What follows belongs to an exercise in optimizing a design on an open flow for small area, a short achievable clock period and few clock cycles; a production flow would make more cautious choices. In this exercise RTL edits were held to simulation tests only and were not proved equivalent to the original. Power figures rest on the tool's default switching activity, not on a simulated workload.

Setup of v30:
==> flow/design.v (excerpt) <==
module psiframe (
  input  wire        clk,
  input  wire        rst,         
  input  wire        cmd_valid,
  input  wire [63:0] cmd,
  output wire        cmd_ready,
  output wire        ev_valid,
  output wire [9:0]  ev,
  input  wire        ev_ready,
  output wire        idle,
  output wire [63:0] st
);
==> flow/config.mk <==
export PLATFORM = sky130hd
export DESIGN_NAME = psiframe
export DESIGN_NICKNAME = psiframe
export VERILOG_FILES = /design/flow/design.v
export SDC_FILE = /design/flow/constraint.sdc
export NUM_CORES = 4
export LEC_CHECK = 0
export CAP_MARGIN = 20
export CORE_MARGIN = 2
export CORE_UTILIZATION = 60
export SETUP_SLACK_MARGIN = 5
export SLEW_MARGIN = 20
==> flow/constraint.sdc <==
create_clock -name core_clock -period 10.0 [get_ports {clk}]
set_input_delay 2.0000 -clock core_clock [delete_from_list [all_inputs] [get_ports {clk}]]
set_output_delay 2.0000 -clock core_clock [all_outputs]
set_load 0.01 [all_outputs]
standard.sh (not shown) runs the stock make flow with config.mk's settings and CLKGATE_MAP_FILE= SYNTH_SCRIPT=/design/flow/synth_recipe.tcl, a recipe that flattens the netlist after the stock synthesis.
==> flow/flow/run.sh <==
#!/bin/bash
set -euo pipefail
bash standard.sh SETUP_SLACK_MARGIN=6.8 "BUFFER_PORTS_ARGS=-buffer_cell sky130_fd_sc_hd__buf_1" finish > flow_make.log 2>&1
Testbench counts of v30, summed over its fixed seeds: cycles 110,582.
Inputs modified between v30 and v27:
- an added CTS_BUF_LIST of sky130_fd_sc_hd__clkbuf_4 sky130_fd_sc_hd__clkbuf_8
- a change of CORE_UTILIZATION from 60 to 65
==> comparison <==
Average routed wire per standard cell for v27: about 0.5% up relative to v30
The peak clock frequency supported by timing in v27 sits 3.4% below the value recorded for v30.
Route | v27 vs v30 | wire shorter in v27
Final area (lower): v27
Between v27 and v30, the relative contribution of combinational cells to total power is higher for v27.
Comparing v27 and v30, the higher via count of the first global-routing pass was measured on v30.
Setup changes, v27 to v43
- changing CORE_UTILIZATION from 65 to 60
- removing CTS_BUF_LIST (formerly sky130_fd_sc_hd__clkbuf_4 sky130_fd_sc_hd__clkbuf_8)
==> flow/flow/run.sh <==
#!/bin/bash
set -euo pipefail
bash standard.sh SETUP_SLACK_MARGIN=6.6 finish > flow_make.log 2>&1
### Flow results
Where net switching component of the power is concerned, v27 is better than v43. Between v27 and v43, met1 routing resource usage after global routing is higher for v27, v43 comes in under that. Share of the final layout cell area in sequential cells (lower): v43. Lower design area was reported by v27, not v43. Relative to v27, effective utilization at floorplan decreased by 5.3 points in v43. v43 vs v27: power up by a little under 10%. Iteration-0 DRC count of the detailed router was lower in the run labelled v27. Compared v43 vs v27, and clock transition time at the flip-flop clock pins of the worst setup and hold paths is down in v43. v43 went all the way through the flow, and no timing, DRC or antenna check failed.
### v43 -> v52
- CTS_BUF_LIST: unset -> sky130_fd_sc_hd__clkbuf_4 sky130_fd_sc_hd__clkbuf_8
==> flow/flow/run.sh <==
#!/bin/bash
set -euo pipefail
bash standard.sh SETUP_SLACK_MARGIN=6.8 "BUFFER_PORTS_ARGS=-buffer_cell sky130_fd_sc_hd__buf_1" finish > flow_make.log 2>&1
[summary]
Sort v52 and v43 by data arrival at the endpoint of the critical path, ascending, and v52 comes first.
Global-route usage over all layers (higher): v43
Of v52 and v43, it is v52 that has the higher path length in cells of the critical path.
In the metrics for v52 and v43, the one carrying the higher setup slack is v52.
Changes observed in v52 relative to v43: final area went down 7.8%, clock share of power went down 2.7 points, detail-routed net length per standard cell went down 0.70 um, clock-buffer cell count went up 1.
Sort v52 and v43 by delay of the slowest cell on the worst path, descending, and v43 comes first.

Setup of ember:
Another version of the RTL of psiframe (not shown whole).
Size: about 160 flip-flops, about 150 I/O pins, ~0.010 mm² of cells after synthesis.
export LEC_CHECK = 0
export CAP_MARGIN = 20
export CORE_MARGIN = 2
export CORE_UTILIZATION = 60
export SETUP_SLACK_MARGIN = 5
export SLEW_MARGIN = 20
create_clock -name core_clock -period 10.0 [get_ports {clk}]
==> flow/flow/run.sh <==
#!/bin/bash
set -euo pipefail
bash standard.sh SETUP_SLACK_MARGIN=6.6 finish > flow_make.log 2>&1
Testbench counts of ember, summed over its fixed seeds: cycles 110,582.
Modified inputs, pepper compared to ember
==> flow/flow/run.sh <==
#!/bin/bash
set -euo pipefail
bash standard.sh SETUP_SLACK_MARGIN=7.0 finish > flow_make.log 2>&1
Results
Compare ember and pepper | clock power higher: pepper
Run comparison: ember commonest non-fill, non-tap cell in the layout sky130_fd_sc_hd__nand2_1; pepper commonest non-fill, non-tap cell in the layout sky130_fd_sc_hd__buf_4
Total power of pepper is higher than that of ember.
The run showing the greater number of iterations in the first detailed-routing pass is pepper.
Re clock-cell share of area: ember was higher than pepper.
Multiplexer area fraction after synthesis: pepper vs ember identical
Looking at sequential cell area share, pepper sits 2.6 points lower than ember does.

rev 12:
psiframe with an RTL version that a note above also has.
Size: roughly 150 I/O pins, ~0.010 sq mm of cells after synthesis.
clock: 10.0 ns
lec_check: 0
cap_margin: 20
core_margin: 2
core_utilization: 60
setup_slack_margin: 5
slew_margin: 20
==> flow/flow/run.sh <==
#!/bin/bash
set -euo pipefail
bash standard.sh SETUP_SLACK_MARGIN=7.0 "BUFFER_PORTS_ARGS=-buffer_cell sky130_fd_sc_hd__buf_1" finish > flow_make.log 2>&1
Testbench counts of rev 12, summed over its fixed seeds: cycles 110,582.
--- input diff rev 12..rev 13 ---
# rev 12
export LEC_CHECK = 0
export CAP_MARGIN = 20
export CORE_MARGIN = 2
export CORE_UTILIZATION = 60
export SETUP_SLACK_MARGIN = 5
export SLEW_MARGIN = 20
create_clock -name core_clock -period 10.0 [get_ports {clk}]
# rev 13
export LEC_CHECK = 0
export CAP_MARGIN = 20
export CORE_MARGIN = 2
export CORE_UTILIZATION = 60
export CTS_BUF_LIST = sky130_fd_sc_hd__clkbuf_4 sky130_fd_sc_hd__clkbuf_8
export SETUP_SLACK_MARGIN = 5
export SLEW_MARGIN = 20
create_clock -name core_clock -period 10.0 [get_ports {clk}]
==> flow/flow/run.sh <==
#!/bin/bash
set -euo pipefail
bash standard.sh SETUP_SLACK_MARGIN=6.9 "BUFFER_PORTS_ARGS=-buffer_cell sky130_fd_sc_hd__buf_1" finish > flow_make.log 2>&1
[summary]
Between rev 13 and rev 12, routed length per placed instance is lower for rev 13, rev 12 comes in above that. Rev 12 → rev 13: met3 wirelength from detailed routing decreased by 3.6% relative to the old numbers; total power has decreased.

== fjord ==
Another version of the RTL of psiframe (not shown whole).
Size in the first run: ~170 flip-flops, about 150 I/O pins, about 9800 um2 of cells after synthesis.
==> flow/design.v (excerpt) <==
module psiframe (
  input  wire        clk,
  input  wire        rst,         
  input  wire        cmd_valid,
  input  wire [63:0] cmd,
  output wire        cmd_ready,
  output wire        ev_valid,
  output wire [9:0]  ev,
  input  wire        ev_ready,
  output wire        idle,
  output wire [63:0] st
);
Settings: LEC_CHECK=0, CAP_MARGIN=20, CORE_MARGIN=2, CORE_UTILIZATION=60, SETUP_SLACK_MARGIN=5, SLEW_MARGIN=20; clock period 10.0 ns.
==> flow/flow/run.sh <==
#!/bin/bash
set -euo pipefail
bash standard.sh SETUP_SLACK_MARGIN=6.8 finish > flow_make.log 2>&1
Testbench counts of fjord, summed over its fixed seeds: cycles 110,582.
## Diff of input files: xenon against fjord
==> flow/flow/run.sh <==
#!/bin/bash
set -euo pipefail
bash standard.sh SETUP_SLACK_MARGIN=6.6 "BUFFER_PORTS_ARGS=-buffer_cell sky130_fd_sc_hd__buf_1" finish > flow_make.log 2>&1
Against fjord, via count in xenon fell by a few percent.
xenon -> fjord: number of flip-flops and latches delta 0, exact match
Internal power summed over all cells: xenon better than fjord
xenon reports a higher number of clock-tree buffers in the layout than fjord does.
Fraction of standard cell area that is sequential sits higher in xenon than in fjord.
Setup slack in xenon is larger than in fjord.
Here is what was changed in the inputs of nickel compared with xenon.
==> flow/flow/run.sh <==
#!/bin/bash
set -euo pipefail
bash standard.sh SETUP_SLACK_MARGIN=6.6 "BUFFER_PORTS_ARGS=-buffer_cell sky130_fd_sc_hd__buf_2" finish > flow_make.log 2>&1
Compared with xenon, nickel shows share of the final layout cell area in multi-input gates lower by 0.66 points. Compared with xenon, routed wire length in nickel increased by a few percent. xenon → nickel: worst relative slew slack picked up an extra 1.7 points, number of fill cells in the layout shows a reduction of 50, count of clock-net buffers in the final layout increased 14%. Sequential-cell power consumption across nickel and xenon: no real change. Fraction of area in clock buffers and inverters, nickel and xenon, higher one = xenon.

lane 1:
Starting RTL as in the previous note.
export LEC_CHECK = 0
export CAP_MARGIN = 20
export CORE_MARGIN = 2
export CORE_UTILIZATION = 60
export SETUP_SLACK_MARGIN = 5
export SLEW_MARGIN = 20
create_clock -name core_clock -period 10.0 [get_ports {clk}]
==> flow/flow/run.sh <==
#!/bin/bash
set -euo pipefail
bash standard.sh SETUP_SLACK_MARGIN=6.6 finish > flow_make.log 2>&1
Lane 1 was carried through to the last stage, and its layout satisfied the timing, DRC and antenna checks.
Testbench counts of lane 1, summed over its fixed seeds: cycles 110,582.
--- input diff lane 1..lane 2 ---
==> flow/flow/run.sh <==
#!/bin/bash
set -euo pipefail
bash standard.sh SETUP_SLACK_MARGIN=6.3 finish > flow_make.log 2>&1
Findings:
Going from lane 1 to lane 2, layout overhead on the synthesized area now sits lower, portion of the clock cycle consumed by the worst path in the final layout now sits higher. When lane 2 is measured against lane 1, its time the final worst path needs with I/O delays and setup turns out 170 ps higher. When lane 2 is measured against lane 1, its sequential share of layout area turns out 0.55 points higher. Clock power grows by a few percent when moving from lane 1 to lane 2. Compared with lane 1, lane 2 shows overall power of the completed layout that has gone up slightly. Measured against each other, lane 1 and lane 2 differ in fill cell instance count of the final layout, the higher figure coming from lane 2. A launch point of the critical path of cmd[61] is what lane 1 shows, while cmd[58] belongs to lane 2. Final setup slack of the worst path: lane 2 < lane 1. Via count of the first global-routing pass shrinks slightly when moving from lane 1 to lane 2. Clock network power share up 0.8 points in lane 2 wrt lane 1. Relative to lane 1, the worst slack on hold paths of lane 2 is lower by 12 ps.

==> static timing again, ports no longer ideal <==
No port has a modelled driver above. Below, the same layouts with a new extraction and two added sets of constraints. Step 1 (the two cells are an assumption about what drives the block):
set clk [get_ports {clk}]
set_driving_cell -lib_cell sky130_fd_sc_hd__clkbuf_16 $clk
set_driving_cell -lib_cell sky130_fd_sc_hd__buf_2 [delete_from_list [all_inputs] $clk]
Step 2 moves the port delays by t, midway between the first and last clock arrival at a register: inputs arrive t later, outputs are due t later. That takes back most of the time a late clock gives input paths. Slacks: ideal / step 1 / step 2; pairs: ideal / step 1.
run	shift t [ns]	setup slack, ns	worst setup path at the end	clock arrival spread, ns	pins driven straight from the clock port
v30	0.464	6.760 / 6.717 / 6.309	input to register	0.012 / 0.012	1
v27	0.490	6.645 / 6.654 / 6.163	input to register	0.017 / 0.017	1
v43	0.468	6.627 / 6.588 / 6.200	input to register	0.017 / 0.017	1
v52	0.506	6.697 / 6.660 / 6.299	input to register	0.016 / 0.017	1
ember	0.465	6.027 / 6.034 / 5.569	input to register	0.013 / 0.014	1
pepper	0.469	5.956 / 5.965 / 5.496	input to register	0.022 / 0.022	1
rev 12	0.467	6.776 / 6.734 / 6.342	input to register	0.009 / 0.009	1
rev 13	0.486	6.647 / 6.650 / 6.164	input to register	0.016 / 0.016	1
fjord	0.470	6.481 / 6.494 / 6.024	input to register	0.011 / 0.010	1
xenon	0.475	6.540 / 6.551 / 6.076	input to register	0.012 / 0.012	1
nickel	0.469	6.537 / 6.546 / 6.077	input to register	0.013 / 0.014	1
lane 1	0.468	6.496 / 6.507 / 6.039	input to register	0.011 / 0.011	1
lane 2	0.468	6.329 / 6.323 / 5.876	input to register	0.011 / 0.011	1
After both steps every run listed still meets setup and hold. The setup slack of rev 13, which loses most, moves by +0.003 ns with the drivers and by -0.483 ns with both steps.
